What follows belongs to an exercise in optimizing a design on an open flow for small area, a short achievable clock period and few clock cycles; a production flow would make more cautious choices. Only simulation tests tie the RTL to the original design; equivalence was not proved. No activity file was given, so power comes from the tool's default toggle rates.

### flow/standard.sh
#!/bin/bash
# synth_recipe.tcl (not shown) runs the flow's synth.tcl, then flattens the netlist and writes it again
# the make line also repeats each setting of config.mk as NAME=value (left out here)
make -C /OpenROAD-flow-scripts/flow DESIGN_CONFIG=/design/flow/config.mk WORK_HOME=/design/flow/orfs CLKGATE_MAP_FILE= SYNTH_SCRIPT=/design/flow/synth_recipe.tcl "${@:-finish}"
### flow/constraint.sdc
create_clock -name core_clock -period 25.0 [get_ports {clk}]
set_input_delay 5.0000 -clock core_clock [delete_from_list [all_inputs] [get_ports {clk}]]
set_output_delay 5.0000 -clock core_clock [all_outputs]
set_load 0.01 [all_outputs]
### flow/config.mk
export PLATFORM = sky130hd
export DESIGN_NAME = vcu_core
export DESIGN_NICKNAME = vcu_core
export VERILOG_FILES = /design/flow/design.v
export SDC_FILE = /design/flow/constraint.sdc
export NUM_CORES = 4
export LEC_CHECK = 0
export CAP_MARGIN = 20
export CORE_MARGIN = 2
export CORE_UTILIZATION = 65
export SLEW_MARGIN = 20
### flow/design.v
module vcu_core (
    input  wire        clk,
    input  wire        rst,
    input  wire        cmd_valid,
    output wire        cmd_ready,
    input  wire [31:0] cmd_data,
    output wire        rsp_valid,
    input  wire        rsp_ready,
    output wire [31:0] rsp_data,
    output reg         evt_valid,
    output reg  [31:0] evt_data
);
    localparam [7:0] OP_CLR    = 8'h01;
    localparam [7:0] OP_LOAD   = 8'h02;
    localparam [7:0] OP_PUT    = 8'h03;
    localparam [7:0] OP_GET    = 8'h04;
    localparam [7:0] OP_READ   = 8'h05;
    localparam [7:0] OP_ID     = 8'h06;
    localparam [7:0] OP_LOCATE = 8'h07;
    localparam [7:0] OP_WIREID = 8'h08;
    localparam [7:0] OP_ENQ    = 8'h10;
    localparam [7:0] OP_PULL   = 8'h18;
    localparam [7:0] OP_RESULT = 8'h19;
    localparam [7:0] OP_MAPWR  = 8'h20;
    localparam [7:0] OP_COMMIT = 8'h21;
    localparam [7:0] OP_RX     = 8'h22;
    localparam [7:0] OP_TICK   = 8'h30;
    localparam [7:0] OP_EDGE   = 8'h40;
    localparam [7:0] OP_TASK   = 8'h41;
    localparam [7:0] OP_REG    = 8'hF0;
    localparam [3:0] S_OK      = 4'd0;
    localparam [3:0] S_FULL    = 4'd1;
    localparam [3:0] S_EMPTY   = 4'd2;
    localparam [3:0] S_ILLEGAL = 4'd3;
    localparam [3:0] S_LOCKED  = 4'd4;
    localparam [3:0] S_CFG     = 4'd5;
    localparam [3:0] S_NOTRUN  = 4'd6;
    localparam [3:0] S_TXFAIL  = 4'd7;
    localparam [3:0] S_TXIDLE  = 4'd8;
    localparam [23:0] PH_WRAP  = 24'd8589934;    
    localparam [8:0]  MOD_WRAP = 9'd295;         
    reg        ctrl_run, ctrl_locked, ctrl_fatal;
    reg [8:0]  errflags;
    reg [4:0]  map_idx [0:11];
    reg [11:0] map_en;
    reg [63:0] cdc;
    reg [3:0]  head, tail;               
    reg [95:0] q [0:15];                 
    reg [15:0] drops, txfails;
    reg        hold_valid, hold_ever;
    reg [6:0]  isv_dig;
    reg [13:0] isv_speed;
    reg [23:0] ph;                       
    reg [8:0]  pmod;                     
    reg        last_s;                   
    reg [31:0] now_ms, start;
    reg [1:0]  sstate;
    reg        row_idx;
    reg [2:0]  col_idx, scan_col;
    reg [1:0]  irq_en;
    reg [15:0] toggle;
    wire       blink_on = ~ph[0];
    wire [1:0] blink_st;
    reg [31:0] cw, d0, d1, d2;
    reg        ib_v, ib_done, ib_isrx;
    reg [1:0]  ib_n;
    reg        r0v, s1v;                 
    reg [31:0] r0;
    reg [3:0]  s1;
    reg        res_busy;
    reg [5:0]  rsrc;                     
    reg [2:0]  res_n;                    
    reg [7:0]  rs_f;
    reg        wblk;                     
    reg        bl_busy, bl_first;
    reg [3:0]  bl_todo;                  
    reg [11:0] ev_pm;
    reg        ev_busy;
    reg [3:0]  lev_v;
    integer i;
    reg  cmd_ready_q, exec_ok_q;
    wire exec_ok = exec_ok_q;
    wire exec    = ib_done & exec_ok;
    assign cmd_ready = cmd_ready_q;
    wire take    = cmd_valid & cmd_ready;
    wire take_cw = take & (~ib_v | ib_done);
    wire take_dw = take & ib_v & ~ib_done;
    assign rsp_valid = r0v;
    assign rsp_data  = r0;
    function [1:0] num_dw;
        input [7:0] op;
        begin
            case (op)
                OP_LOAD:   num_dw = 2'd2;
                OP_PUT:    num_dw = 2'd3;
                OP_WIREID: num_dw = 2'd1;
                OP_ENQ:    num_dw = 2'd3;
                OP_RX:     num_dw = 2'd3;
                OP_TASK:   num_dw = 2'd1;
                default:   num_dw = 2'd0;
            endcase
        end
    endfunction
    wire [7:0] opc     = cw[31:24];
    wire [1:0] f_kind  = cw[1:0];
    wire [2:0] f_slot  = cw[4:2];
    wire [3:0] f_sid   = cw[3:0];
    wire [4:0] f_idx   = cw[8:4];
    wire       f_en    = cw[9];
    wire [3:0] f_row   = cw[3:0];
    wire [1:0] f_res   = cw[1:0];
    reg known_op, rsvd_bad;
    always @(*) begin
        known_op = 1'b1;
        rsvd_bad = 1'b0;
        case (opc)
            OP_CLR, OP_LOAD, OP_READ, OP_WIREID, OP_ENQ, OP_PULL,
            OP_COMMIT, OP_RX, OP_TICK, OP_TASK:
                rsvd_bad = |cw[23:0];
            OP_PUT, OP_GET, OP_ID:
                rsvd_bad = |cw[23:5];
            OP_LOCATE:
                rsvd_bad = |cw[23:7];
            OP_MAPWR:
                rsvd_bad = |cw[23:10];
            OP_EDGE:
                rsvd_bad = |cw[23:4];
            OP_RESULT:
                rsvd_bad = |cw[23:2];
            OP_REG:
                rsvd_bad = |cw[23:8];
            default:
                known_op = 1'b0;
        endcase
    end
    wire illegal = ~known_op | rsvd_bad;
    wire kind_byte = ~f_kind[0];
    wire slot_bad  = ~kind_byte & f_slot[2];
    wire frame_bad = kind_byte & f_slot[2];
    function [7:0] base_b1;
        input [1:0] k;
        begin
            case (k)
                2'd0: base_b1 = 8'h00;
                2'd1: base_b1 = 8'h08;
                2'd2: base_b1 = 8'h0A;
                default: base_b1 = 8'h0D;
            endcase
        end
    endfunction
    function [31:0] frame_id;
        input [1:0] k;
        input [2:0] n;
        begin
            frame_id = {16'h94FF, base_b1(k), n, 5'd0};
        end
    endfunction
    wire [3:0] head_inc   = head + 4'd1;
    wire       fifo_empty = (head == tail);
    wire       fifo_full  = (head_inc == tail);
    wire [3:0] fifo_count = head - tail;
    reg [95:0] hold_q;
    always @(*) begin : hold_rd
        integer j;
        hold_q = 96'd0;
        for (j = 0; j < 16; j = j + 1)
            hold_q = hold_q | (q[j] & {96{hold_ever && tail == j[3:0] + 4'd1}});
    end
    wire [31:0] hold_id = hold_q[95:64];
    wire [63:0] hold_pl = hold_q[63:0];
    reg [63:0] put_cdc;
    always @(*) begin : codec_put
        reg [15:0] w;
        integer b;
        case (f_kind)
            2'd0: w = {8'd0, d1[6:0], d0[0]};
            2'd1: w = {d2[11:0], d1[2:0], d0[0]};
            2'd2: w = {8'd0, d2[1:0], d1[4:0], d0[0]};
            default: w = {d1[1:0], d0[13:0]};
        endcase
        for (b = 0; b < 8; b = b + 1)
            put_cdc[b*8 +: 8] = (kind_byte ? (f_slot == b[2:0]) : (f_slot[1:0] == b[2:1]))
                                ? ((!kind_byte && b[0]) ? w[15:8] : w[7:0])
                                : cdc[b*8 +: 8];
    end
    wire [63:0] rx_pl = {d2, d1};
    reg [7:0]  rx_match;
    reg [6:0]  rx_dig;
    reg [13:0] rx_speed;
    reg        rx_ign;
    always @(*) begin : dispatch
        integer s;
        for (s = 0; s < 7; s = s + 1)
            rx_match[s] = map_en[s] &&
                (d0 == frame_id(2'd2, {1'b0, map_idx[s][4:3]}));
        rx_match[7] = map_en[7] && (d0 == frame_id(2'd3, map_idx[7][4:2]));
        rx_ign = rx_match[0] ? rx_pl[{map_idx[0][2:0], 3'd0}] : isv_dig[0];
        rx_dig = isv_dig;
        rx_dig[0] = rx_ign;
        for (s = 1; s < 7; s = s + 1)
            if (rx_match[s] && rx_ign)
                rx_dig[s] = rx_pl[{map_idx[s][2:0], 3'd0}];
        rx_speed = isv_speed;
        if (rx_match[7])
            rx_speed = rx_pl[{map_idx[7][1:0], 4'd0} +: 14];
    end
    wire rx_rise = |(~isv_dig[3:1] & rx_dig[3:1]);
    wire rx_fall = (|isv_dig[3:1]) & ~(|rx_dig[3:1]);
    wire rx_restart = rx_rise | rx_fall;
    function [1:0] bst;
        input [6:0] dg;
        begin
            bst = dg[3] ? 2'd3 : dg[1] ? 2'd1 : dg[2] ? 2'd2 : 2'd0;
        end
    endfunction
    assign blink_st = bst(isv_dig);
    reg commit_ok;
    always @(*) begin : commit_chk
        integer a, b;
        reg dup_in, dup_out;
        dup_in = 1'b0;
        dup_out = 1'b0;
        for (a = 0; a < 7; a = a + 1)
            for (b = a + 1; b < 7; b = b + 1)
                if (map_en[a] && map_en[b] && map_idx[a] == map_idx[b])
                    dup_in = 1'b1;
        for (a = 8; a < 12; a = a + 1)
            for (b = a + 1; b < 12; b = b + 1)
                if (map_en[a] && map_en[b] && map_idx[a] == map_idx[b])
                    dup_out = 1'b1;
        commit_ok = (|map_en[6:0]) && (|map_en[11:8]) && !dup_in && !dup_out;
    end
    wire        tk_wrap = (ph == PH_WRAP) && (pmod == MOD_WRAP);
    wire        tk_pinc = (pmod == 9'd499);
    wire [23:0] ph_nx   = tk_wrap ? 24'd0 : tk_pinc ? ph + 24'd1 : ph;
    wire [8:0]  pmod_nx = (tk_wrap | tk_pinc) ? 9'd0 : pmod + 9'd1;
    wire        tk_eval = ctrl_run && (last_s || tk_pinc || tk_wrap);
    wire [31:0] tick_val = {ph[22:0], pmod} - {5'd0, ph, 3'd0} - {6'd0, ph, 2'd0};
    reg [1:0] lamp_sh [0:3];
    reg [3:0] lamp_v;
    reg [3:0] lamp_chg;
    always @(*) begin : lamps
        integer k;
        for (k = 0; k < 4; k = k + 1) begin
            lamp_v[k]   = blink_on & blink_st[k / 2];
            lamp_chg[k] = map_en[8 + k] &&
                          (!lamp_sh[k][1] || (lamp_sh[k][0] != lamp_v[k]));
        end
    end
    wire       bl_init  = bl_busy & bl_first & ~(|ev_pm[11:8]);
    wire       bl_wr    = bl_busy & ~bl_first;
    wire [3:0] lamp_sel = bl_todo & ~(bl_todo - 4'd1);      
    wire       lamp_more = |(bl_todo & ~lamp_sel);
    reg  [1:0] lamp_k;
    always @(*) begin
        casez (bl_todo)
            4'b???1: lamp_k = 2'd0;
            4'b??10: lamp_k = 2'd1;
            4'b?100: lamp_k = 2'd2;
            default: lamp_k = 2'd3;
        endcase
    end
    wire [4:0] lamp_x  = map_idx[{2'b10, lamp_k}];
    wire       lamp_nv = lamp_v[lamp_k];
    function [7:0] sh_byte;
        input [1:0] s;
        begin
            sh_byte = {s[1], s[1], 2'b00, s[1], 2'b00, s[0]};
        end
    endfunction
    reg [15:0] sh_lrow;      
    reg [7:0]  sh_rrow;      
    always @(*) begin : shadow_rd
        integer b, k;
        sh_lrow = 16'd0;
        sh_rrow = 8'd0;
        for (b = 0; b < 8; b = b + 1)
            for (k = 0; k < 4; k = k + 1)
                if (map_en[8 + k] && map_idx[8 + k] == {lamp_x[4:3], b[2:0]})
                    sh_lrow[b*2 +: 2] = sh_lrow[b*2 +: 2] | lamp_sh[k];
        for (b = 0; b < 4; b = b + 1)
            for (k = 0; k < 4; k = k + 1)
                if (map_en[8 + k] && map_idx[8 + k] == {rsrc[2:0], b[1:0]})
                    sh_rrow[b*2 +: 2] = sh_rrow[b*2 +: 2] | lamp_sh[k];
    end
    reg [63:0] lamp_pl;
    always @(*) begin : lamp_frame
        integer b;
        for (b = 0; b < 8; b = b + 1)
            lamp_pl[b*8 +: 8] = (b[2:0] == lamp_x[2:0]) ? sh_byte({1'b1, lamp_nv})
                                : sh_byte(sh_lrow[b*2 +: 2]);
    end
    wire [31:0] elapsed  = now_ms - start;
    wire [6:0]  row_keys = row_idx ? d0[13:7] : d0[6:0];
    reg        scan_found;
    reg [2:0]  scan_c;
    always @(*) begin : col_scan
        integer c;
        scan_found = 1'b0;
        scan_c = 3'd0;
        for (c = 6; c >= 0; c = c - 1)
            if (row_keys[c]) begin
                scan_found = 1'b1;
                scan_c = c[2:0];
            end
    end
    wire [3:0] scan_cell = {row_idx, 3'd0} + {3'd0, row_idx} + {1'b0, scan_c};
    wire       still_pressed = row_keys[col_idx];
    localparam [5:0] X_GET0 = 6'h15;
    localparam [5:0] X_GET1 = 6'h16;
    localparam [5:0] X_GET2 = 6'h17;
    localparam [5:0] X_ID   = 6'h18;
    localparam [5:0] X_LOCN = 6'h19;
    localparam [5:0] X_LOCS = 6'h1A;
    localparam [5:0] X_LOCI = 6'h1B;
    localparam [5:0] X_WIR1 = 6'h1C;
    localparam [5:0] X_WIR2 = 6'h1D;
    localparam [5:0] X_PUL1 = 6'h1E;
    localparam [5:0] X_PUL2 = 6'h1F;
    wire [5:0] rg     = rsrc;
    wire [1:0] r_kind = rs_f[1:0];
    wire [2:0] r_slot = rs_f[4:2];
    wire [4:0] r_i    = rs_f[6:2];
    wire       r_byte = ~r_kind[0];
    wire [2:0] loc_n  = r_byte ? {1'b0, r_i[4:3]} : r_i[4:2];
    wire [2:0] loc_s  = r_byte ? r_i[2:0] : {1'b0, r_i[1:0]};
    wire [15:0] get_w = r_byte ? {8'd0, cdc[{r_slot, 3'd0} +: 8]}
                               : cdc[{r_slot[1:0], 4'd0} +: 16];
    reg [31:0] res_w;
    always @(*) begin : resgen
        res_w = 32'd0;
        casez (rg)
            6'h00: res_w = {29'd0, ctrl_fatal, ctrl_locked, ctrl_run};
            6'h01: res_w = {23'd0, errflags};
            6'h02: res_w = {12'd0, fifo_count, 4'd0, tail, head,
                            2'd0, fifo_full, fifo_empty};
            6'h03: res_w = {16'd0, drops};
            6'h04: res_w = {31'd0, hold_valid};
            6'h05: res_w = {16'd0, txfails};
            6'h06: res_w = hold_id;
            6'h07: res_w = hold_pl[31:0];
            6'h08: res_w = hold_pl[63:32];
            6'h09: res_w = cdc[31:0];
            6'h0A: res_w = cdc[63:32];
            6'h0B: res_w = {25'd0, isv_dig};
            6'h0C: res_w = {18'd0, isv_speed};
            6'h0D: res_w = tick_val;
            6'h0E: res_w = last_s ? 32'hFFFFFFFF : {8'd0, ph};
            6'h0F: res_w = {20'd0, map_en[11] & lamp_sh[3][0], map_en[10] & lamp_sh[2][0],
                            map_en[9] & lamp_sh[1][0], map_en[8] & lamp_sh[0][0],
                            6'd0, bst(isv_dig)};
            6'h10: res_w = now_ms;
            6'h11: res_w = {16'd0, 1'b0, scan_col, 1'b0, col_idx, 3'd0, row_idx,
                            2'd0, sstate};
            6'h12: res_w = start;
            6'h13: res_w = {30'd0, irq_en};
            6'h14: res_w = {16'd0, toggle};
            X_GET0: res_w = (r_kind == 2'd3) ? {18'd0, get_w[13:0]} : {31'd0, get_w[0]};
            X_GET1: case (r_kind)
                        2'd0: res_w = {25'd0, get_w[7:1]};
                        2'd1: res_w = {29'd0, get_w[3:1]};
                        2'd2: res_w = {27'd0, get_w[5:1]};
                        default: res_w = {30'd0, get_w[15:14]};
                    endcase
            X_GET2: case (r_kind)
                        2'd1: res_w = {20'd0, get_w[15:4]};
                        2'd2: res_w = {30'd0, get_w[7:6]};
                        default: res_w = 32'd0;
                    endcase
            X_ID:   res_w = frame_id(r_kind, r_slot);
            X_LOCN: res_w = {29'd0, loc_n};
            X_LOCS: res_w = {29'd0, loc_s};
            X_LOCI: res_w = frame_id(r_kind, loc_n);
            X_WIR1: res_w = d0[31] ? {3'd0, d0[28:0]} : {21'd0, d0[10:0]};
            X_WIR2: res_w = {31'd0, d0[31]};
            X_PUL1: res_w = hold_id[31] ? {3'd0, hold_id[28:0]} : {21'd0, hold_id[10:0]};
            X_PUL2: res_w = {31'd0, hold_id[31]};
            6'h2?: res_w = {23'd0, map_en[rg[3:0]], 3'd0, map_idx[rg[3:0]]};
            6'h3?: begin
                if (!rg[3])
                    res_w = {sh_byte(sh_rrow[7:6]), sh_byte(sh_rrow[5:4]),
                             sh_byte(sh_rrow[3:2]), sh_byte(sh_rrow[1:0])};
                else if (!rg[2])
                    res_w = {7'd0, toggle[{rg[1:0], 2'd3}],
                             7'd0, toggle[{rg[1:0], 2'd2}],
                             7'd0, toggle[{rg[1:0], 2'd1}],
                             7'd0, toggle[{rg[1:0], 2'd0}]};
            end
            default: ;
        endcase
    end
    reg reg_bad;
    always @(*) begin
        casez (cw[7:0])
            8'h00, 8'h01, 8'h02, 8'h03, 8'h04, 8'h05, 8'h06, 8'h07,
            8'h08, 8'h09, 8'h0A, 8'h0B, 8'h0C, 8'h0D, 8'h0E, 8'h0F,
            8'h10, 8'h11, 8'h12, 8'h13, 8'h14, 8'h3?: reg_bad = 1'b0;
            8'h2?: reg_bad = (cw[3:2] == 2'b11);
            default: reg_bad = 1'b1;
        endcase
    end
    reg [3:0] ex_st;
    reg       ex_res;
    reg [5:0] ex_src;
    reg [2:0] ex_cnt;
    always @(*) begin
        ex_st  = S_OK;
        ex_res = 1'b0;
        ex_src = cw[5:0];
        ex_cnt = 3'd1;
        if (illegal) begin
            ex_st = S_ILLEGAL;
        end else begin
            case (opc)
                OP_PUT:    if (slot_bad) ex_st = S_ILLEGAL;
                OP_GET:    if (slot_bad) ex_st = S_ILLEGAL;
                           else begin ex_res = 1'b1; ex_src = X_GET0; ex_cnt = 3'd3; end
                OP_READ:   begin ex_res = 1'b1; ex_src = 6'h09; ex_cnt = 3'd2; end
                OP_ID:     if (frame_bad) ex_st = S_ILLEGAL;
                           else begin ex_res = 1'b1; ex_src = X_ID; end
                OP_LOCATE: begin ex_res = 1'b1; ex_src = X_LOCN; ex_cnt = 3'd3; end
                OP_WIREID: begin ex_res = 1'b1; ex_src = X_WIR1; ex_cnt = 3'd2; end
                OP_ENQ:    if (fifo_full) ex_st = S_FULL;
                OP_PULL:   if (hold_valid) begin ex_res = 1'b1; ex_src = X_PUL1; ex_cnt = 3'd4; end
                           else if (fifo_empty) ex_st = S_EMPTY;
                           else begin ex_res = 1'b1; ex_src = X_PUL1; ex_cnt = 3'd4; end
                OP_RESULT: if (f_res == 2'd3) ex_st = S_ILLEGAL;
                           else if (!hold_valid) ex_st = S_TXIDLE;
                           else if (f_res == 2'd2) ex_st = S_TXFAIL;
                OP_MAPWR:  if (ctrl_locked) ex_st = S_LOCKED;
                           else if (f_sid >= 4'd12) ex_st = S_ILLEGAL;
                OP_COMMIT: if (ctrl_locked) ex_st = S_LOCKED;
                           else if (!commit_ok) ex_st = S_CFG;
                OP_RX:     if (!ctrl_run) ex_st = S_NOTRUN;
                OP_EDGE:   if (!ctrl_run) ex_st = S_NOTRUN;
                           else if (f_row >= 4'd2) ex_st = S_ILLEGAL;
                OP_TASK:   if (!ctrl_run) ex_st = S_NOTRUN;
                OP_REG:    if (reg_bad) ex_st = S_ILLEGAL;
                           else ex_res = 1'b1;
                default: ;
            endcase
        end
    end
    wire ex_ok = (ex_st == S_OK);
    wire        pop      = r0v & rsp_ready;
    wire        r0_free  = ~r0v | pop;
    wire        res_push = res_busy & ~s1v & r0_free;
    wire ib_v_n     = take_cw | (ib_v & ~(exec & ~take_dw));
    wire ib_done_n  = take_cw ? (num_dw(cmd_data[31:24]) == 2'd0) :
                      take_dw ? (ib_n + 2'd1 == num_dw(opc)) :
                      (ib_done & ~exec);
    wire ib_isrx_n  = take_cw ? (cmd_data[31:24] == OP_RX) : ib_isrx;
    wire s1v_n      = ~r0_free & (s1v | exec);
    wire res_end    = res_push & (res_n == 3'd1);
    wire res_busy_n = exec ? (ex_ok & ex_res) : (res_busy & ~res_end);
    wire wblk_n     = exec ? (ex_ok & ex_res & (ex_src == X_WIR1)) : (wblk & ~res_end);
    wire bl_trig    = exec & ~illegal & ctrl_run &
                      (((opc == OP_RX) & rx_restart) | ((opc == OP_TICK) & tk_eval));
    wire bl_busy_n  = bl_trig | (bl_busy & ~(bl_init & ~(|lamp_chg)) & ~(bl_wr & ~lamp_more));
    wire ev_rx      = exec & ~illegal & ctrl_run & (opc == OP_RX);
    wire [11:0] ev_set_w = {(bl_wr ? lamp_sel : 4'd0),
                            (ev_rx ? {rx_speed != isv_speed, rx_dig ^ isv_dig} : 8'd0)};
    wire [11:0] ev_nx_w;
    wire ev_busy_n  = |ev_nx_w;
    wire hasres     = ex_ok & ex_res;
    wire rlast      = res_busy & ~s1v & (res_n == 3'd1);
    wire rb_n0      = exec ? hasres : (res_busy & ~(rlast & ~r0v));   
    wire rb_n1      = exec ? hasres : (res_busy & ~rlast);            
    wire wbx        = hasres & (ex_src == X_WIR1);
    wire wb_n0      = exec ? wbx : (wblk & ~(rlast & ~r0v));
    wire wb_n1      = exec ? wbx : (wblk & ~rlast);
    wire base0      = ~(r0v & (s1v | exec)) & ~rb_n0 & ~bl_busy_n;
    wire base1      = ~rb_n1 & ~bl_busy_n;
    wire base       = rsp_ready ? base1 : base0;
    wire wbn        = rsp_ready ? wb_n1 : wb_n0;
    wire cwslot     = ~ib_v | ib_done;
    wire lastdw     = (ib_n + 2'd1 == num_dw(opc));
    wire nd0_cd     = (num_dw(cmd_data[31:24]) == 2'd0);
    wire isrx_cd    = (cmd_data[31:24] == OP_RX);
    wire eo_keep    = base & ~(ib_isrx & ev_busy_n);
    wire eo_cw      = base & ~(isrx_cd & ev_busy_n);
    wire cr_none    = ~(ib_v & ~exec) | (~(ib_done & ~exec) & ~wbn) |
                      ((ib_done & ~exec) & eo_keep);
    wire cr_dw      = lastdw ? eo_keep : ~wbn;
    wire cr_cw      = nd0_cd ? eo_cw : ~wbn;
    wire exec_ok_n  = (take & cwslot) ? eo_cw : eo_keep;
    wire cmd_ready_n = ~take ? cr_none : cwslot ? cr_cw : cr_dw;
    wire [11:0] ev_sel = ev_pm & ~(ev_pm - 12'd1);
    reg  [31:0] ev_w;
    always @(*) begin : evsel
        reg [3:0] s;
        integer e;
        s = 4'd0;
        for (e = 11; e >= 0; e = e - 1)
            if (ev_pm[e]) s = e[3:0];
        if (s[3])
            ev_w = {8'd0, sh_byte({1'b1, lev_v[s[1:0]]}), 12'd0, s};
        else if (s == 4'd7)
            ev_w = {2'd0, isv_speed, 12'd0, 4'd7};
        else
            ev_w = {15'd0, isv_dig[s[2:0]], 12'd0, s};
    end
    wire        do_enq  = exec & ~illegal & (opc == OP_ENQ) & ~fifo_full;
    wire        do_lenq = bl_wr & ~fifo_full;
    wire [95:0] q_wd    = do_lenq ? {frame_id(2'd0, {1'b0, lamp_x[4:3]}), lamp_pl}
                                  : {d0, d2, d1};
    always @(posedge clk) begin
        if (do_enq | do_lenq)
            q[head] <= q_wd;
    end
    assign ev_nx_w = (ev_pm & ~ev_sel) | ev_set_w;
    always @(posedge clk) begin
        if (take_cw) cw <= cmd_data;
        if (take_dw) begin
            case (ib_n)
                2'd0: d0 <= cmd_data;
                2'd1: d1 <= cmd_data;
                default: d2 <= cmd_data;
            endcase
        end
        if (exec) rs_f <= cw[7:0];
        if (r0_free)
            r0 <= s1v ? {28'd0, s1} : exec ? {28'd0, ex_st} : res_w;
        if (exec)
            s1 <= ex_st;
        evt_data <= ev_w;
        if (rst) begin
            ib_v <= 1'b0; ib_done <= 1'b0; ib_isrx <= 1'b0; ib_n <= 2'd0;
            r0v <= 1'b0; s1v <= 1'b0;
            res_busy <= 1'b0; rsrc <= 6'd0; res_n <= 3'd0; wblk <= 1'b0;
            bl_busy <= 1'b0; bl_first <= 1'b0; bl_todo <= 4'd0;
            ev_pm <= 12'd0; ev_busy <= 1'b0; lev_v <= 4'd0;
            cmd_ready_q <= 1'b1; exec_ok_q <= 1'b1;
            evt_valid <= 1'b0;
            ctrl_run <= 1'b0; ctrl_locked <= 1'b0; ctrl_fatal <= 1'b0;
            errflags <= 9'd0;
            map_en <= 12'd0;
            for (i = 0; i < 12; i = i + 1) map_idx[i] <= 5'd0;
            cdc <= 64'd0;
            head <= 4'd0; tail <= 4'd0; 
            drops <= 16'd0; txfails <= 16'd0;
            hold_valid <= 1'b0; hold_ever <= 1'b0;
            isv_dig <= 7'd0; isv_speed <= 14'd0;
            ph <= 24'd0; pmod <= 9'd0;
            last_s <= 1'b1;
            for (i = 0; i < 4; i = i + 1) lamp_sh[i] <= 2'd0;
            now_ms <= 32'd0; start <= 32'd0;
            sstate <= 2'd0; row_idx <= 1'b0; col_idx <= 3'd0; scan_col <= 3'd0;
            irq_en <= 2'b11; toggle <= 16'd0;
        end else begin
            if (take_cw) begin
                ib_v    <= 1'b1;
                ib_n    <= 2'd0;
                ib_done <= (num_dw(cmd_data[31:24]) == 2'd0);
                ib_isrx <= (cmd_data[31:24] == OP_RX);
            end else if (take_dw) begin
                ib_n    <= ib_n + 2'd1;
                ib_done <= (ib_n + 2'd1 == num_dw(opc));
            end else if (exec) begin
                ib_v    <= 1'b0;
                ib_done <= 1'b0;
            end
            if (~r0v | pop) begin
                r0v <= s1v | exec | res_push;
                s1v <= 1'b0;
            end else if (exec) begin
                s1v <= 1'b1;
            end
            if (exec) begin
                res_busy <= ex_ok & ex_res;
                rsrc     <= ex_src;
                res_n    <= ex_cnt;
                wblk     <= ex_ok & ex_res & (ex_src == X_WIR1);
            end else if (res_push) begin
                rsrc  <= (rsrc == X_PUL2) ? 6'h07 : rsrc + 6'd1;
                res_n <= res_n - 3'd1;
                if (res_n == 3'd1) begin
                    res_busy <= 1'b0;
                    wblk     <= 1'b0;
                end
            end
            if (exec) begin
                if (ex_st != S_OK && ex_st != S_EMPTY)
                    errflags[ex_st] <= 1'b1;
                if (!illegal) begin
                    case (opc)
                        OP_CLR: cdc <= 64'd0;
                        OP_LOAD: cdc <= {d1, d0};
                        OP_PUT: if (!slot_bad) cdc <= put_cdc;
                        OP_ENQ: begin
                            if (fifo_full) begin
                                if (drops != 16'hFFFF) drops <= drops + 16'd1;
                            end else begin
                                head <= head_inc;
                            end
                        end
                        OP_PULL: begin
                            if (!hold_valid && !fifo_empty) begin
                                hold_valid <= 1'b1;
                                hold_ever  <= 1'b1;
                                tail       <= tail + 4'd1;
                            end
                        end
                        OP_RESULT: begin
                            if (f_res != 2'd3 && hold_valid) begin
                                if (f_res == 2'd0) hold_valid <= 1'b0;
                                else if (f_res == 2'd2) begin
                                    hold_valid <= 1'b0;
                                    if (txfails != 16'hFFFF) txfails <= txfails + 16'd1;
                                end
                            end
                        end
                        OP_MAPWR: begin
                            if (!ctrl_locked && f_sid < 4'd12) begin
                                map_idx[f_sid] <= f_idx;
                                map_en[f_sid]  <= f_en;
                            end
                        end
                        OP_COMMIT: begin
                            if (!ctrl_locked) begin
                                ctrl_locked <= 1'b1;
                                if (commit_ok) ctrl_run <= 1'b1;
                                else ctrl_fatal <= 1'b1;
                            end
                        end
                        OP_RX: begin
                            if (ctrl_run) begin
                                isv_dig   <= rx_dig;
                                isv_speed <= rx_speed;
                                if (rx_restart) begin
                                    ph       <= 24'd0;
                                    pmod     <= 9'd0;
                                    last_s   <= 1'b0;
                                    bl_busy  <= 1'b1;
                                    bl_first <= 1'b1;
                                end
                            end
                        end
                        OP_TICK: begin
                            ph     <= ph_nx;
                            pmod   <= pmod_nx;
                            now_ms <= now_ms + 32'd1;
                            if (tk_eval) begin
                                last_s   <= 1'b0;
                                bl_busy  <= 1'b1;
                                bl_first <= 1'b1;
                            end
                        end
                        OP_EDGE: begin
                            if (ctrl_run && f_row < 4'd2 && irq_en[f_row[0]] && sstate == 2'd0) begin
                                row_idx <= f_row[0];
                                start   <= now_ms;
                                irq_en[f_row[0]] <= 1'b0;
                                sstate  <= 2'd1;
                            end
                        end
                        OP_TASK: begin
                            if (ctrl_run) begin
                                if (sstate == 2'd1) begin
                                    if (elapsed >= 32'd20) begin
                                        if (scan_found) begin
                                            col_idx <= scan_c;
                                            toggle[scan_cell] <= ~toggle[scan_cell];
                                            sstate  <= 2'd2;
                                        end else begin
                                            irq_en[row_idx] <= 1'b1;
                                            sstate <= 2'd0;
                                        end
                                    end
                                end else if (sstate == 2'd2) begin
                                    if (!still_pressed) begin
                                        irq_en[row_idx] <= 1'b1;
                                        sstate <= 2'd0;
                                    end
                                end
                                scan_col <= (scan_col == 3'd6) ? 3'd0 : scan_col + 3'd1;
                            end
                        end
                        default: ;
                    endcase
                end
            end
            if (bl_init) begin
                bl_first <= 1'b0;
                bl_todo  <= lamp_chg;
                if (!(|lamp_chg)) bl_busy <= 1'b0;
            end
            if (bl_wr) begin
                bl_todo <= bl_todo & ~lamp_sel;
                if (!lamp_more) bl_busy <= 1'b0;
                begin
                    lamp_sh[lamp_k] <= {1'b1, lamp_nv};
                    lev_v[lamp_k] <= lamp_nv;
                    if (fifo_full) begin
                        errflags[S_FULL] <= 1'b1;
                        if (drops != 16'hFFFF) drops <= drops + 16'd1;
                    end else begin
                        head <= head_inc;
                    end
                end
            end
            ev_pm     <= ev_nx_w;
            ev_busy   <= ev_busy_n;
            cmd_ready_q <= cmd_ready_n;
            exec_ok_q   <= exec_ok_n;
            evt_valid <= |ev_pm;
        end
    end
endmodule
### flow/flow/run.sh
#!/bin/bash
# Standard ORFS layout (the standard.sh, unchanged synthesis and SDC),
# with the timing repair after CTS and global routing asked to leave
# 18.8 ns of setup slack on the 25 ns clock, so it works the paths down
# toward a 6.2 ns period.
set -euo pipefail
bash standard.sh SETUP_SLACK_MARGIN=18.8 finish > standard_flow.log 2>&1
==> qor.csv, run 1 <==
metric,value,unit
vias in the first global route,64402,
Layout area overhead,10.8,%
WS Path Type,flop to primary output,
Pre-antenna DRT Iters,10,
IO Pins,103,
placed cell areas,0.0979,sq mm
number of synthesized flops with an enable pin,1795,
Hold Path End,lev_v[1],
clock sinks,2136,
reg2reg setup slack,19080,ps
hold crit path type,flop to flop,
Setup Total Neg Slack,0,ps
Buf/Inv on CP,1,
worst hold start,lev_v[1],
Pwr Density,68.3,mW/mm^2
worst r2r path cells,13,
CP peak stage delay,460,ps
grt ovf,0,
Slew @ Worst Pin,1350,ps
Mapped Area,0.0948,sq mm
cts hold-fix bufs,0,
max cap viols,0,
Crit Path Max Fanout,1,
Inserted Clock Buffers,203,
die area,0.149,sq mm
max frequency,155,MHz
RR Endpoint,cmd_ready_q,
met2 Use GR,62.8,%
top cell type's share of synthesized area,56.8,%
DR vias,70754,
fin. max-slew vios,0,
RSZ-0062 raised after global routing,true,
count of state elements after synthesis,2136,
final hold vios,0,
Pint,5610,uW
clk_skew,88.2,ps
Clock Latency Late Sink,890,ps
clock share of power,43.0,%
part of the Yosys area used for sequential elements,64.0,%
CTS tree,built,
RR Startpoint,d0[31],
layout net count,7466,
H-tree depth,4,
Final Setup Violations,0,
largest net degree at the start of global routing,110,
Final min period,6460,ps
WP data required,20000,ps
Max-slew headroom,8.65,%
most frequent cells after synthesis,"edfxtp_1 (1,795), nor2_1 (483), nand2_1 (442)",
Syn Inst Count,7262,
met1 Track Usage GR,62.8,%
combinational power share,2.8,%
Hold Crit Depth,2,
post-route antenna net violation count,0,
"Reg clk slew, reported paths",60,ps
initial antenna violation count,25,
hpwl dp,221000,um
post-route design area,0.105,sq mm
DR WL/cell,37.0,um
Critical Path Start Type,flop,
Die Y,386,um
status,finished clean,
CTS max path bufs,3,
library cells used by synthesis,98,
share of cells above drive strength 1,10.8,%
DRC,0,
Mean Syn Cell Area,13.1,sq um
Worst setup EP type,primary output,
global-route wire length before repair,481000,um
Die Wd,386,um
dominant cells by area after synthesis,"edfxtp_1 (57%), dfxtp_1 (7.2%), a221oi_1 (2.8%)",
"count leader, synth",edfxtp_1,
CTS root buffer,clkbuf_16,
gr usage total,46.0,%
grt met3 use,17.0,%
Worst Path Arrival,1460,ps
Tcrit/Tclk final,25.8,%
DRT Wirelength,347000,um
Starting Density,65.3,%
Final Wtd Congestion,1.13,
Most Crowded Layer GR,met1,
"critical path, cell by cell",buf_2,
"FFs w/ async S/R, synth",0,%
Crit-path slowest cell,edfxtp_1,
CORE AREA,0.145,sq mm
Reg power frac,54.1,%
PortBufs,88,
Pleak,0.0347,uW
initial DRC count,12889,
std cell rows,140,
Synth area leader,edfxtp_1,
average via count per standard cell,7.54,
Peak VDD IR,73.0,uV
Top delay family on crit path,flip-flops,
Sw Share,21.8,%
P_sw,1560,uW
"Top FF cell, synth",edfxtp_1,
synthesis warning total,1,
placed cells by master (no fill, tap or decap), types with 39 or more instances in the layout:
| master | n |
|---|---|
| inv_1 | 150 |
| buf_4 | 158 |
| and2_1 | 97 |
| mux2i_1 | 65 |
| o21ai_0 | 166 |
| dfxtp_1 | 325 |
| clkinv_1 | 50 |
| nand2b_1 | 57 |
| clkinv_2 | 39 |
| mux4_2 | 100 |
| ha_1 | 141 |
| a21oi_1 | 303 |
| nor3_1 | 86 |
| xor2_1 | 179 |
| nand2_1 | 433 |
| xnor2_1 | 152 |
| and3_1 | 118 |
| a31oi_1 | 52 |
| nand3_1 | 180 |
| nand4_1 | 175 |
| nor4_1 | 75 |
| a211oi_1 | 92 |
| clkbuf_16 | 208 |
| clkbuf_1 | 42 |
| a221oi_1 | 302 |
| a22o_1 | 275 |
| o22ai_1 | 59 |
| nor2_1 | 460 |
| a22oi_1 | 320 |
| a21o_1 | 40 |
| edfxtp_1 | 1795 |
layout make-up:
type	instances	area, sq um
well taps	1917	2400
repair buffers	274	2380
clock inverters	123	1240
diodes	34	85.1
flip-flops and latches	2136	60800
multi-input cells	4491	32200
inverters	156	598
fillers	9476	40200
clock buffers	257	5440
repair inverters	1	7.51
logic make-up (layout without fill, tap and decap cells):
| group | count (synthesis) | in the layout | synth area share [%] |
|---|---|---|---|
| AO/OA/AOI/OAI | 1863 | 1863 | 14.4 |
| buffers and inverters | 675 | 811 | 2.74 |
| XOR/XNOR | 331 | 331 | 3.06 |
| AND/OR/NAND/NOR | 1903 | 1910 | 10.0 |
| multiplexers | 182 | 182 | 3.27 |
| flip-flops | 2136 | 2136 | 64.0 |
| other | 1 | 68 | 0.00395 |
| adder cells (fa/ha/maj) | 171 | 171 | 2.44 |
flip-flops by register name, indices dropped and copies added, names as in the netlist, 16 cells and up, named ones only:
| register | count |
|---|---|
| now_ms | 32 |
| r0 | 32 |
| toggle | 16 |
| d1 | 32 |
| q | 1536 |
| evt_data | 18 |
| cdc | 64 |
| drops | 16 |
| txfails | 16 |
| start | 32 |
| d0 | 32 |
| ph | 24 |
| d2 | 32 |
| map_idx | 80 |
| cw | 32 |
worst max-delay path by stage:
stage / startpoint / endpoint / cells past startpoint
6_report: r0[5] / rsp_data[5] / 1
5_1_grt: r0[8] / rsp_data[8] / 1
4_1_cts: r0[8] / rsp_data[8] / 1
3_5_place_dp: rst / ph[23] / 7
3_3_place_gp: rst / ph[23] / 7
2_1_floorplan: rsp_ready / cmd_ready_q / 9
through the flow:
step	util, %	hold slack (ps)	total power, uW	std cells	setup WS (ps)
finish	72.3	453	7170	9389	18540
CTS	72.1	454	7150	9344	18530
global placement	67.4	439	4140	8949	17170
global route	72.3	468	7300	9357	18520
floorplan	-	424	4050	7295	18480
detailed placement	67.4	443	4140	8950	17170
metal layers:
| metal | routed length [um] | share of wire (%) |
|---|---|---|
| met5 | 335 | 0.097 |
| met4 | 25600 | 7.4 |
| met3 | 55700 | 16 |
| met2 | 143000 | 41 |
| met1 | 122000 | 35 |
power by group through the flow:
stage                     combinational, uW  sequential [uW]  clock [uW]
after detailed placement                189             3950           0
after CTS                               189             3880        3080
after floorplan                         125             3930           0
final                                   203             3880        3090
after global routing                    208             3880        3210
after global placement                  186             3950           0
repair_timing:
item,4_1_cts,5_1_grt
pin swaps,8,8
endpoints found under the setup margin,996,832
gates cloned,6,3
resized for setup,273,46
setup buffers,8,6
Testbench counts, summed over its fixed seeds: cycles 114,871.
==> run 2, diff against run 1 <==
--- a/flow/design.v
+++ b/flow/design.v
@@ -63,5 +63,5 @@
     wire [1:0] blink_st;
     reg [31:0] cw, d0, d1, d2;
-    reg        ib_v, ib_done, ib_isrx;
+    reg        ib_v, ib_done, ib_isrx, ib_istick;
     reg [1:0]  ib_n;
     reg        r0v, s1v;                 
@@ -470,6 +470,6 @@
     wire wb_n0      = exec ? wbx : (wblk & ~(rlast & ~r0v));
     wire wb_n1      = exec ? wbx : (wblk & ~rlast);
-    wire base0      = ~(r0v & (s1v | exec)) & ~rb_n0 & ~bl_busy_n;
-    wire base1      = ~rb_n1 & ~bl_busy_n;
+    wire base0      = ~(r0v & (s1v | exec)) & ~rb_n0;
+    wire base1      = ~rb_n1;
     wire base       = rsp_ready ? base1 : base0;
     wire wbn        = rsp_ready ? wb_n1 : wb_n0;
@@ -478,6 +478,8 @@
     wire nd0_cd     = (num_dw(cmd_data[31:24]) == 2'd0);
     wire isrx_cd    = (cmd_data[31:24] == OP_RX);
-    wire eo_keep    = base & ~(ib_isrx & ev_busy_n);
-    wire eo_cw      = base & ~(isrx_cd & ev_busy_n);
+    wire tick_safe  = ~last_s & (pmod < 9'd490) & (ph != PH_WRAP);
+    wire istick_cd  = (cmd_data[31:24] == OP_TICK);
+    wire eo_keep    = base & ~(bl_busy_n & ~(ib_istick & tick_safe)) & ~(ib_isrx & ev_busy_n);
+    wire eo_cw      = base & ~(bl_busy_n & ~(istick_cd & tick_safe)) & ~(isrx_cd & ev_busy_n);
     wire cr_none    = ~(ib_v & ~exec) | (~(ib_done & ~exec) & ~wbn) |
                       ((ib_done & ~exec) & eo_keep);
@@ -526,5 +528,5 @@
         evt_data <= ev_w;
         if (rst) begin
-            ib_v <= 1'b0; ib_done <= 1'b0; ib_isrx <= 1'b0; ib_n <= 2'd0;
+            ib_v <= 1'b0; ib_done <= 1'b0; ib_isrx <= 1'b0; ib_istick <= 1'b0; ib_n <= 2'd0;
             r0v <= 1'b0; s1v <= 1'b0;
             res_busy <= 1'b0; rsrc <= 6'd0; res_n <= 3'd0; wblk <= 1'b0;
@@ -554,4 +556,5 @@
                 ib_done <= (num_dw(cmd_data[31:24]) == 2'd0);
                 ib_isrx <= (cmd_data[31:24] == OP_RX);
+                ib_istick <= (cmd_data[31:24] == OP_TICK);
             end else if (take_dw) begin
                 ib_n    <= ib_n + 2'd1;
--- a/flow/config.mk
+++ b/flow/config.mk
@@ -9,3 +9,5 @@
 export CORE_MARGIN = 2
 export CORE_UTILIZATION = 65
+export CTS_CLUSTER_DIAMETER = 80
+export CTS_CLUSTER_SIZE = 20
 export SLEW_MARGIN = 20
==> run 2 against run 1 <==
  * Global-route usage shrank 1.0 points
  * Routed wire length shrank 2.2%
  * Register-to-register slack lost 200 ps
  * Still clean on timing, DRC and antenna
  * Worst setup slack gained 80 ps
  * Design area shrank 2.7%
  * Critical endpoint is now rsp_data[15]
  * Synthesized area is essentially flat
  * Largest cell class unchanged
  * Sequential power is essentially flat
  * Flip-flop and latch count grew 1
  * Via count shrank 1.6%
  * Hold slack gained 2.2 ps
==> qor.csv, run 2 <==
metric,value,unit
IO Pins,103,
CTS tree,built,
PortBufs,88,
"Top FF cell, synth",edfxtp_1,
Regs by FF count,"q (1536), map_idx (80), cdc (64)",
compound-cell area share of the yosys netlist,14.1,%
H-tree depth,4,
Mean Syn Cell Area,13.0,sq um
Die Y,386,um
final hold vios,0,
hold crit path type,flop to flop,
die area,0.149,sq mm
Clock Latency Late Sink,830,ps
placed cell areas,0.0981,sq mm
Syn Inst Count,7294,
Crit Path Max Fanout,1,
Tcrit/Tclk final,25.5,%
RSZ-0062 raised after global routing,true,
WS Path Type,flop to primary output,
Filler Cells Inserted,9955,
RR Endpoint,q[1][49],
initial antenna violation count,35,
DR WL/cell,36.8,um
Final min period,6380,ps
post-synthesis mux area share,3.37,%
Critical Path Start Type,flop,
Die Wd,386,um
initial DRC count,12555,
DR vias,69632,
average via count per standard cell,7.55,
Slew @ Worst Pin,1320,ps
"count leader, synth",edfxtp_1,
Synth area leader,edfxtp_1,
"commonest non-fill, non-tap cells in the layout","edfxtp_1 (1,795), nor2_1 (494), nand2_1 (435), a22oi_1 (350)",
Peak VDD IR,76.8,uV
share of cells above drive strength 1,8.92,%
"Reg clk slew, reported paths",80,ps
worst r2r path cells,12,
Buf/Inv on CP,1,
gr usage total,45.0,%
Final Setup Violations,0,
"critical path, cell by cell",buf_2,
WP data required,20000,ps
Pleak,0.0334,uW
Critical path origin,r0[15],
Final Wtd Congestion,1.11,
CORE AREA,0.145,sq mm
Synth Area in XOR/XNOR,2.93,%
std cell rows,140,
Max-slew headroom,11.2,%
fin. max-slew vios,0,
Hold Crit Depth,2,
Synth Area in Simple Gates,10.4,%
CTS max path bufs,3,
part of the Yosys area used for sequential elements,64.0,%
reg2reg setup slack,18880,ps
Power Total,6290,uW
top cell type's share of synthesized area,56.8,%
Pre-antenna DRT Iters,10,
hpwl dp,220000,um
dominant cells by area after synthesis,"edfxtp_1 (57%), dfxtp_1 (7.2%), a22oi_1 (2.8%)",
Stages on worst setup path,1,
library cells used by synthesis,97,
number of synthesized flops with an enable pin,1795,
Synth Area in Adders,2.44,%
max frequency,157,MHz
Setup Total Neg Slack,0,ps
Worst Path Arrival,1380,ps
cts hold-fix bufs,0,
Crit-path slowest cell,edfxtp_1,
CTS root buffer,clkbuf_16,
Starting Density,65.3,%
DRC,0,
Top delay family on crit path,flip-flops,
Layout area overhead,7.67,%
Mapped Area,0.0949,sq mm
Inserted Clock Buffers,131,
worst setup path endpoint,rsp_data[15],
layout net count,7428,
post-route design area,0.102,sq mm
"FFs w/ async S/R, synth",0,%
Largest register FFs,1536,
DRT Wirelength,340000,um
max cap viols,0,
count of state elements after synthesis,2137,
clk_skew,47.6,ps
Worst setup EP type,primary output,
largest net degree at the start of global routing,97,
status,finished clean,
most flop-heavy register,q,
synthesis warning total,1,
RR Startpoint,cw[25],
largest family of logic cells by synthesized area,compound AO/OA/AOI/OAI gates,
grt ovf,0,
Pwr Density,61.5,mW/mm^2
vias in the first global route,63373,
CP peak stage delay,430,ps
clock sinks,2137,
global-route wire length before repair,472000,um
"most common cell after layout, fill and taps aside",edfxtp_1,
post-route antenna net violation count,0,
most frequent cells after synthesis,"edfxtp_1 (1,795), nor2_1 (515), nand2_1 (436)",
==> run 2: cell types whose count changed in the layout (fill, tap and decap cells not counted), moves of 23 or more <==
cell,previous run,this run
a22oi_1,320,350
a211oi_1,92,59
clkinv_2,39,0
clkinv_1,50,3
clkbuf_1,42,19
a21oi_1,303,332
clkbuf_16,208,134
nor2_1,460,494
==> run 2: cell families after synthesis <==
group,Yosys count
flip-flops,2137
AND/OR/NAND/NOR,1969
AO/OA/AOI/OAI,1833
buffers and inverters,673
XOR/XNOR,317
multiplexers,193
adder cells (fa/ha/maj),171
other,1
==> run 2: stage by stage <==
stage / utilization, % / hold WS (ps) / setup slack [ps] / instances
2_1_floorplan: - / 431 / 17210 / 7327
3_3_place_gp: 67.5 / 434 / 17050 / 8989
3_5_place_dp: 67.5 / 446 / 17030 / 8989
4_1_cts: 70.1 / 455 / 18590 / 9178
5_1_grt: 70.3 / 471 / 18600 / 9196
6_report: 70.3 / 456 / 18620 / 9217
==> run 2: worst min-delay path by stage <==
stage	startpoint	to	slack, ps
floorplan	lev_v[0]	lev_v[0]	430
global placement	last_s	last_s	430
detailed placement	lev_v[0]	lev_v[0]	450
CTS	lev_v[0]	lev_v[0]	460
global route	last_s	last_s	470
finish	lev_v[0]	lev_v[0]	460
==> run 2: layout make-up <==
type	count	area [sq um]	area share, %
timing repair buffer	279	2330	2.28
tap	1917	2400	2.35
multi-input combinational	4519	32100	31.5
timing repair inverter	2	15.0	0.0147
sequential	2137	60800	59.5
antenna	28	70.1	0.0686
clock buffer	153	3420	3.35
clock inverter	27	455	0.446
inverter	155	589	0.577
==> run 2: what timing repair did <==
action	CTS	global route
setup buffers	5	8
gates cloned	4	1
endpoints found under the setup margin	984	350
gates resized for setup	245	25
pin swaps	3	1
==> run 2: power breakdown <==
part	switching, uW	internal [uW]	leakage [uW]	total (uW)
logic	141	61.6	0.0124	202
clock network	1190	1020	0.00187	2200
registers	39.2	3840	0.0191	3880
==> run 2: routing by layer <==
layer	track usage [%]	part of all wire [%]	vias up
met5	0	0.13	-
met4	25.3	6.7	36
met3	15.6	16	1067
met2	63.8	42	5973
met1	61.0	35	34259
li1	-	-	28297
Testbench counts of run 2, summed over its fixed seeds: cycles 114,514.
==> run 3, diff against run 2 <==
==> flow/flow/run.sh (replaced) <==
#!/bin/bash
# Standard ORFS layout (the standard.sh, unchanged synthesis and SDC),
# with the timing repair after CTS and global routing asked to leave
# 18.9 ns of setup slack on the 25 ns clock, so it works the paths down
# toward a 6.1 ns period.
set -euo pipefail
bash standard.sh SETUP_SLACK_MARGIN=18.9 finish > standard_flow.log 2>&1
--- a/flow/config.mk
+++ b/flow/config.mk
@@ -8,6 +8,6 @@
 export CAP_MARGIN = 20
 export CORE_MARGIN = 2
-export CORE_UTILIZATION = 65
-export CTS_CLUSTER_DIAMETER = 80
-export CTS_CLUSTER_SIZE = 20
+export CORE_UTILIZATION = 70
+export CTS_CLUSTER_DIAMETER = 90
+export CTS_CLUSTER_SIZE = 25
 export SLEW_MARGIN = 20
==> run 3 against run 2 <==
  * Synthesized cell count unchanged
  * Largest cell class unchanged
  * Die area fell by 7.1%
  * Worst setup slack improved by 41 ps
  * Flip-flop and latch count did not move
  * Register-to-register slack worse by 40 ps
  * Routed wire length increased by 3.3%
  * Global-route usage increased by 5.0 points
  * Sequential power is essentially flat
  * Sequential share of layout area up 0.55 points
  * Combinational power about the same
  * Highest routed layer unchanged
  * Via count grew 3.4%
  * Cell count is 1.6% lower
==> qor.csv, run 3 <==
metric,value,unit
top cell type's share of synthesized area,56.8,%
clk_skew,65.4,ps
grt ovf,0,
Worst setup EP type,primary output,
average via count per standard cell,7.94,
wl on met1,113000,um
Placed Cells,8852,
cts hold-fix bufs,0,
P_sw,1320,uW
most frequent cells after synthesis,"edfxtp_1 (1,795), nor2_1 (515), nand2_1 (436)",
H-tree depth,3,
Largest register FFs,1536,
dominant cells by area after synthesis,"edfxtp_1 (57%), dfxtp_1 (7.2%), a22oi_1 (2.8%)",
die area,0.139,sq mm
RSZ-0062 raised after global routing,true,
Layout area overhead,6.67,%
DR WL/cell,38.7,um
global-route wire length before repair,485000,um
routed wl met2,148000,um
worst r2r path cells,12,
Pwr Density,59.2,mW/mm^2
Starting Density,70.3,%
DRC,0,
initial DRC count,15026,
Tcrit/Tclk final,25.3,%
Inserted Clock Buffers,100,
DRT Wirelength,351000,um
Die Wd,372,um
Final Setup Violations,0,
clock sinks,2137,
Hold Path End,lev_v[0],
CTS max path bufs,3,
synthesis warning total,1,
Setup Total Neg Slack,0,ps
status,finished clean,
max cap viols,0,
Final WS setup,18660,ps
post-route antenna net violation count,0,
worst hold start,lev_v[0],
IO Pins,103,
Final min period,6340,ps
fin. max-slew vios,0,
layout net count,7409,
Crit Path Max Fanout,1,
Non-Filler Instances,9065,
WS Path Type,flop to primary output,
CTS root buffer,clkbuf_16,
final hold vios,0,
hold crit path type,flop to flop,
"Top FF cell, synth",edfxtp_1,
Top delay family on crit path,flip-flops,
reg2reg setup slack,18840,ps
Hold Crit Depth,2,
Pre-antenna DRT Iters,12,
Pleak,0.0330,uW
Synth area leader,edfxtp_1,
"count leader, synth",edfxtp_1,
routed wl met3,59900,um
"Reg clk slew, reported paths",100,ps
"most common cell after layout, fill and taps aside",edfxtp_1,
"FFs w/ async S/R, synth",0,%
Sw Share,22.1,%
Final Core Density,75.0,%
CP peak stage delay,370,ps
Slew @ Worst Pin,1410,ps
RR Endpoint,q[12][25],
RR Startpoint,cw[7],
Crit-path slowest cell,edfxtp_1,
hpwl dp,223000,um
uppermost layer routed,met5,
max frequency,158,MHz
initial antenna violation count,42,
"commonest non-fill, non-tap cells in the layout","edfxtp_1 (1,795), nor2_1 (492), nand2_1 (428), a22oi_1 (350)",
most flop-heavy register,q,
Worst Path Arrival,1340,ps
Mean Syn Cell Area,13.0,sq um
Max-slew headroom,5.75,%
Die Y,372,um
Peak VDD IR,94.2,uV
Clock Latency Late Sink,850,ps
Syn Inst Count,7294,
Pint,4670,uW
largest net degree at the start of global routing,97,
clock share of power,31.9,%
Mapped Area,0.0949,sq mm
CORE AREA,0.135,sq mm
share of cells above drive strength 1,8.74,%
part of the Yosys area used for sequential elements,64.0,%
Regs by FF count,"q (1536), map_idx (80), cdc (64)",
count of state elements after synthesis,2137,
std cell rows,135,
gr usage total,50.0,%
Buf/Inv on CP,1,
CTS tree,built,
Place WS,17360,ps
WP data required,20000,ps
Critical Path Start Type,flop,
vias in the first global route,65981,
number of synthesized flops with an enable pin,1795,
library cells used by synthesis,97,
Reg power frac,64.7,%
PortBufs,88,
"critical path, cell by cell",buf_2,
DR vias,71983,
combinational power share,3.4,%
Final Wtd Congestion,1.08,
-- run 3: per-stage QoR --
stage	power, uW	instance area, sq um	hold WS [ps]
floorplan	4060	95200	431
global placement	4150	97900	442
detailed placement	4150	97900	451
CTS	5950	101000	465
global route	6080	101000	480
finish	6000	101000	461
-- run 3: area by class of cell --
cell class                 count  area, sq um
inverter                     155          593
clock buffer                 130         2620
fill                        7920        33700
tap                         1781         2230
timing repair buffer         289         2360
clock inverter                18          388
multi-input combinational   4521        32200
timing repair inverter         2         15.0
sequential                  2137        60800
antenna                       32         80.1
-- run 3: worst max path at each step --
stage | slack [ps] | endpoint | cells past startpoint | from
after floorplan | 17520 | q[0][0] | 13 | cw[0]
after global placement | 17440 | flop | 8 | rsp_ready
after detailed placement | 17360 | flop | 8 | rsp_ready
after CTS | 18630 | rsp_valid | 1 | r0v
after global routing | 18630 | rsp_data[11] | 1 | r0[11]
final | 18660 | rsp_data[11] | 1 | r0[11]
-- run 3: cells by family after synthesis --
kind of cell    share of synthesized area (%)
compound gates                           14.1
flops                                    64.0
simple gates                             10.4
fa+ha+maj                                2.44
mux                                      3.37
other cells                           0.00395
xor+xnor                                 2.93
buf+inv                                  2.75
-- run 3: what timing repair did --
action	CTS	global route
resized for setup	248	35
cloned	5	1
setup buffers	6	20
pin swaps	7	9
setup endpoints to repair	914	605
-- run 3: power by group through the flow --
stage / combinational (uW) / sequential (uW) / clock, uW
after floorplan: 128 / 3930 / 0
after global placement: 189 / 3960 / 0
after detailed placement: 192 / 3960 / 0
after CTS: 192 / 3880 / 1880
after global routing: 209 / 3880 / 1990
final: 205 / 3880 / 1910
-- run 3: routing by layer --
metal | vias up | global-route usage, %
li1 | 28213 | -
met1 | 34496 | 64.4
met2 | 7655 | 71.0
met3 | 1587 | 18.2
met4 | 32 | 34.0
met5 | - | 1.36
==> run 4, diff against run 3 <==
--- a/flow/design.v
+++ b/flow/design.v
@@ -59,5 +59,6 @@
     reg [2:0]  col_idx, scan_col;
     reg [1:0]  irq_en;
-    reg [15:0] toggle;
+    reg [15:0] toggle_r;                 
+    wire [15:0] toggle = {toggle_r[15:9], 2'b00, toggle_r[6:0]};
     wire       blink_on = ~ph[0];
     wire [1:0] blink_st;
@@ -513,6 +514,6 @@
     assign ev_nx_w = (ev_pm & ~ev_sel) | ev_set_w;
     always @(posedge clk) begin
-        if (take_cw) cw <= cmd_data;
-        if (take_dw) begin
+        if (~ib_v | exec) cw <= cmd_data;
+        if (ib_v & ~ib_done & ~wblk) begin
             case (ib_n)
                 2'd0: d0 <= cmd_data;
@@ -549,5 +550,5 @@
             now_ms <= 32'd0; start <= 32'd0;
             sstate <= 2'd0; row_idx <= 1'b0; col_idx <= 3'd0; scan_col <= 3'd0;
-            irq_en <= 2'b11; toggle <= 16'd0;
+            irq_en <= 2'b11; toggle_r <= 16'd0;
         end else begin
             if (take_cw) begin
@@ -664,5 +665,5 @@
                                         if (scan_found) begin
                                             col_idx <= scan_c;
-                                            toggle[scan_cell] <= ~toggle[scan_cell];
+                                            toggle_r[scan_cell] <= ~toggle[scan_cell];
                                             sstate  <= 2'd2;
                                         end else begin
==> flow/flow/run.sh (replaced) <==
#!/bin/bash
# Standard ORFS layout (the standard.sh, unchanged synthesis and SDC),
# with the timing repair after CTS and global routing asked to leave
# 18.8 ns of setup slack on the 25 ns clock, so it works the paths down
# toward a 6.2 ns period.
set -euo pipefail
bash standard.sh SETUP_SLACK_MARGIN=18.8 finish > standard_flow.log 2>&1
--- a/flow/config.mk
+++ b/flow/config.mk
@@ -8,6 +8,6 @@
 export CAP_MARGIN = 20
 export CORE_MARGIN = 2
-export CORE_UTILIZATION = 70
-export CTS_CLUSTER_DIAMETER = 90
-export CTS_CLUSTER_SIZE = 25
+export CORE_UTILIZATION = 65
+export CTS_CLUSTER_DIAMETER = 80
+export CTS_CLUSTER_SIZE = 20
 export SLEW_MARGIN = 20
==> run 4 against run 3 <==
  * Critical path type unchanged
  * Largest cell class unchanged
  * Clock power is 16% higher
  * Die area is 7.7% higher
  * Critical endpoint is now rsp_data[18]
  * Combinational power is 28% higher
  * Largest power group unchanged
  * Sequential power hardly changed
==> qor.csv, run 4 <==
metric,value,unit
"critical path, cell by cell",buf_6,
clock share of power,34.8,%
DRT Wirelength,341000,um
routed wl met2,142000,um
routed wl met3,52200,um
global-route wire length before repair,474000,um
Top delay family on crit path,flip-flops,
WP data required,20000,ps
Mapped Area,0.0950,sq mm
part of the Yosys area used for sequential elements,63.9,%
Reg power frac,61.1,%
max cap viols,0,
"most common cell after layout, fill and taps aside",edfxtp_1,
hpwl dp,222000,um
placed cell areas,0.0980,sq mm
Pint,4950,uW
Max-slew headroom,13.8,%
Buf/Inv on CP,1,
DR vias,69510,
Mean Syn Cell Area,13.0,sq um
IO Pins,103,
DR WL/cell,37.1,um
top cell type's share of synthesized area,56.7,%
WS Path Type,flop to primary output,
number of synthesized flops with an enable pin,1795,
Slew @ Worst Pin,1290,ps
Die Y,386,um
die area,0.149,sq mm
Final Wtd Congestion,1.11,
P_sw,1440,uW
"count leader, synth",edfxtp_1,
max frequency,156,MHz
Die Wd,386,um
"Top FF cell, synth",edfxtp_1,
wl on met1,121000,um
share of cells above drive strength 1,8.73,%
CORE AREA,0.145,sq mm
status,finished clean,
vias in the first global route,63685,
count of state elements after synthesis,2135,
clock sinks,2135,
Final min period,6400,ps
average via count per standard cell,7.55,
"commonest non-fill, non-tap cells in the layout","edfxtp_1 (1,795), nand2_1 (458), nor2_1 (414), dfxtp_1 (330), a22oi_1 (308)",
Clock Latency Late Sink,840,ps
std cell rows,140,
Syn Inst Count,7306,
gr usage total,45.2,%
worst hold start,lev_v[3],
post-route antenna net violation count,0,
uppermost layer routed,met5,
Regs by FF count,"q (1536), map_idx (80), cdc (64)",
CTS tree,built,
grt ovf,0,
"FFs w/ async S/R, synth",0,%
Pleak,0.0333,uW
RR Startpoint,d0[23],
DRC,0,
"Reg clk slew, reported paths",80,ps
combinational power share,4.1,%
Pwr Density,62.6,mW/mm^2
Starting Density,65.3,%
cts hold-fix bufs,0,
Setup Total Neg Slack,0,ps
layout net count,7426,
most frequent cells after synthesis,"edfxtp_1 (1,795), nand2_1 (458), nor2_1 (436)",
final hold vios,0,
Worst Path Arrival,1400,ps
fin. max-slew vios,0,
Tcrit/Tclk final,25.6,%
Crit Path Max Fanout,1,
synthesis warning total,1,
CTS root buffer,clkbuf_16,
Critical path origin,r0[18],
CTS max path bufs,3,
hold crit path type,flop to flop,
Sw Share,22.6,%
Critical Path Start Type,flop,
largest net degree at the start of global routing,97,
Crit-path slowest cell,edfxtp_1,
Synth area leader,edfxtp_1,
Inserted Clock Buffers,132,
H-tree depth,4,
Largest register FFs,1536,
clk_skew,53.0,ps
Final Setup Violations,0,
most flop-heavy register,q,
Peak VDD IR,69.6,uV
Layout area overhead,7.43,%
initial antenna violation count,29,
CP peak stage delay,430,ps
RSZ-0062 raised after global routing,true,
initial DRC count,12068,
Worst setup EP type,primary output,
library cells used by synthesis,104,
PortBufs,88,
Pre-antenna DRT Iters,12,
dominant cells by area after synthesis,"edfxtp_1 (57%), dfxtp_1 (7.2%), a221oi_1 (2.8%)",
post-route design area,0.102,sq mm
==> run 4: through the flow <==
stage	worst slack, ps	hold slack, ps	instances	total power (uW)	utilization (%)
floorplan	17810	424	7339	4110	-
CTS	18560	459	9183	6360	70.0
finish	18600	460	9210	6390	70.2
global route	18570	478	9192	6510	70.2
global placement	17240	441	8993	4230	67.4
detailed placement	17210	451	8993	4230	67.4
==> run 4: what timing repair did <==
item,in CTS,in global routing
pin swaps,1,1
buffers inserted,4,6
setup endpoints to repair,335,297
resized for setup,238,25
gates cloned,1,0
==> run 4: area by class of cell <==
| type | instances | area [sq um] |
|---|---|---|
| timing repair buffer | 274 | 2180 |
| sequential | 2135 | 60700 |
| antenna | 19 | 47.5 |
| inverter | 163 | 616 |
| timing repair inverter | 1 | 7.51 |
| fill | 9896 | 43300 |
| multi-input combinational | 4516 | 32100 |
| tap | 1917 | 2400 |
| clock buffer | 154 | 3430 |
| clock inverter | 31 | 542 |
==> run 4: final timing paths <==
check	slack, ps	cells past startpoint	endpoint
max reg2reg	18970	15	ph[23]
min reg2reg	460	2	lev_v[3]
max	18600	1	rsp_data[18]
min	460	2	lev_v[3]
==> run 4: per-layer routing <==
layer / vias to the layer above / global-route usage (%)
li1: 28283 / -
met1: 34080 / 61.7
met2: 5947 / 63.5
met3: 1168 / 14.0
met4: 32 / 28.2
met5: - / 0
==> run 4: kinds of logic (layout without fill, tap and decap cells) <==
family	count (synthesis)	after routing	share of synthesized area, %
flip-flops	2135	2135	63.9
AND/OR/NAND/NOR	1947	1947	10.3
AO/OA/AOI/OAI	1857	1857	14.5
buffers and inverters	688	623	2.81
XOR/XNOR	318	318	2.93
multiplexers	189	189	3.08
adder cells (fa/ha/maj)	171	171	2.44
other	1	53	0.00395
==> run 4: power by group through the flow <==
stage	clock [uW]	combinational [uW]	sequential, uW
6_report	2220	263	3900
5_1_grt	2330	270	3900
4_1_cts	2220	250	3900
3_5_place_dp	0	252	3980
3_3_place_gp	0	249	3980
2_1_floorplan	0	157	3950
Testbench counts of run 4, summed over its fixed seeds: cycles 114,514.

[separate check: timing with driven ports]
Ports are ideal in the flow. The routed layouts listed here were re-timed in OpenROAD.
Step 1 assumes that a clkbuf_16 drives the clock port and a buf_2 every other input.
Step 2 times the ports against the registers' clock, not the clock port: input delays grow and output delays shrink by t, the midpoint of the rising clock arrivals with the driver on.
Slacks: no drivers / after step 1 / after step 2; pairs: no drivers / after step 1.
run	shift t [ns]	setup WS [ns]	worst slew at a driven data input, ns	pins driven straight from the clock port
run 1	0.931	18.542 / 18.462 / 17.953	0.21	1
run 2	0.903	18.622 / 18.525 / 17.928	0.19	1
run 3	0.887	18.663 / 18.577 / 18.090	0.05	1
run 4	0.903	18.598 / 18.509 / 17.861	0.05	1
After both steps setup and hold are still met in every run listed. The setup slack of run 4, which loses most, moves by -0.089 ns with the drivers and by -0.737 ns with both steps.
